Context: an optimization exercise on an open-source flow, tuned for small area, a short achievable clock period and few clock cycles per item. The choices shown serve that exercise and are no tape-out recipe. Only simulation tests tie the RTL to the original design; equivalence was not proved.

Design cplx_alu, start of the top module:
module cplx_alu (
    input  wire         clk,
    input  wire         rst,
    input  wire         in_valid,
    output wire         in_ready,
    input  wire [1:0]   op,
    input  wire [127:0] a,
    input  wire [127:0] b,
    input  wire [127:0] c,
    output wire         out_valid,
    output wire [127:0] y
);
    localparam OP_CADD = 2'd0;
    localparam OP_CMAC = 2'd2;
    reg         rdy;         
    reg         nrdy;        
    reg         iv;          
    reg         cadd0, cadd1, cadd2, ncadd3, ncadd4;
    reg [127:0] c_q;
    reg         s_ar, s_ai, s_br, s_bi;
    reg [11:0]  e_ar, e_ai, e_br, e_bi;
    reg [52:0]  m_ar, m_ai, m_br, m_bi;
    function [11:0] in_exp(input [10:0] e);
        in_exp = {1'b0, e[10:1], e[0] | (e == 11'd0)};
    endfunction
    wire sub_in = (a[62:52] == 11'd0) | (a[126:116] == 11'd0) |
                  (b[62:52] == 11'd0) | (b[126:116] == 11'd0);
    wire done_ar = m_ar[52] | (m_ar == 53'd0);
    wire done_ai = m_ai[52] | (m_ai == 53'd0);
    wire done_br = m_br[52] | (m_br == 53'd0);
    wire done_bi = m_bi[52] | (m_bi == 53'd0);
    wire all_done = done_ar & done_ai & done_br & done_bi;
    wire issue = iv & all_done;
    always @(posedge clk) begin
        if (rst) begin
            rdy  <= 1'b1;
            nrdy <= 1'b0;
            iv   <= 1'b0;
        end else if (!nrdy) begin
            iv   <= in_valid;
            rdy  <= !(in_valid && sub_in);
            nrdy <= in_valid && sub_in;
        end else if (all_done) begin
            iv   <= 1'b0;
            rdy  <= 1'b1;
            nrdy <= 1'b0;
        end
    end
    always @(posedge clk) begin
        if (!nrdy) begin
            cadd0  <= (op == OP_CADD);
            cadd1  <= (op == OP_CADD) & in_valid;
            cadd2  <= (op == OP_CADD) | !in_valid;
            ncadd3 <= (op != OP_CADD);
            ncadd4 <= (op != OP_CADD) | !in_valid;
  ...
Size: ~45000 cells after synthesis, about 520 I/O pins, about 430000 sq um of cells after synthesis.
Settings: LEC_CHECK=0, CAP_MARGIN=20, CORE_MARGIN=2, CORE_UTILIZATION=50, SETUP_SLACK_MARGIN=1.0, SLEW_MARGIN=20; clock period 26.0 ns.
standard.sh (not shown) runs the stock make flow with config.mk's settings and CLKGATE_MAP_FILE= SYNTH_SCRIPT=/design/flow/synth_recipe.tcl, a recipe that flattens the netlist after the stock synthesis.
==> flow/flow/run.sh <==
#!/bin/bash
set -euo pipefail
W=$PWD
F=$W/flow
R=$W/orfs/results/$FLOW_PLATFORM/cplx_alu/base

MARGIN=$(awk -v p="$FLOW_PERIOD_NS" 'BEGIN { printf "%.3f", p - 6.6 }')

bash "$W/standard.sh" "$R/1_2_yosys.v" > "$W/synth.log" 2>&1
python3 "$F/fainv.py" "$R/1_2_yosys.v" "$W/1_2_yosys_fainv.v" > "$W/fainv.log" 2>&1
cp "$W/1_2_yosys_fainv.v" "$R/1_2_yosys.v"
bash "$W/standard.sh" synth > "$W/synth_odb.log" 2>&1
bash "$W/standard.sh" floorplan place "BUFFER_PORTS_ARGS=-buffer_cell sky130_fd_sc_hd__buf_2" > "$W/place.log" 2>&1
bash "$W/standard.sh" "SETUP_SLACK_MARGIN=$MARGIN" MATCH_CELL_FOOTPRINT=0 > "$W/layout.log" 2>&1
Other scripts of this flow, unchanged in this note and not shown: flow/flow/fainv.py
The starting point passed the timing, design-rule and antenna checks.
Testbench counts at the start, summed over its fixed seeds: cycles 3,280, items 3,200.
Then changed:
--- a/flow/flow/run.sh
+++ b/flow/flow/run.sh
@@ -5,5 +5,5 @@
 R=$W/orfs/results/$FLOW_PLATFORM/cplx_alu/base
 
-MARGIN=$(awk -v p="$FLOW_PERIOD_NS" 'BEGIN { printf "%.3f", p - 6.6 }')
+MARGIN=$(awk -v p="$FLOW_PERIOD_NS" 'BEGIN { printf "%.3f", p - 6.8 }')
 
 bash "$W/standard.sh" "$R/1_2_yosys.v" > "$W/synth.log" 2>&1
What happened: Final cell count hardly moves. Count of clock-buffer cells in the layout does not change. Synthesized cell count stays the same.

## what the ideal ports hide
The flow's constraints put no driver on any port. The routed layouts listed below were extracted and timed again, unchanged, in two steps. Step 1 sets driving cells, clkbuf_16 on the clock port and buf_2 on the other inputs (assumed; they add their load-dependent delay and slew). Step 2 moves the port delays by t, midway between the first and last clock arrival at a register: inputs arrive t later, outputs are due t later. That takes back most of the time a late clock gives input paths. Three values: no drivers, after step 1, after step 2; two values: the first two.
| run | t (ns) | setup slack, ns | worst register clock-pin slew, ns | pins driven straight from the clock port |
|---|---|---|---|---|
| the first run | 1.355 | 19.138 / 18.956 / 18.410 | 0.10 / 0.10 | 1 |
| the second run | 1.358 | 18.979 / 18.966 / 18.413 | 0.10 / 0.10 | 1 |
After both steps every run listed still meets setup and hold. The setup slack of the first run, which loses most, moves by -0.182 ns with the drivers and by -0.728 ns with both steps.
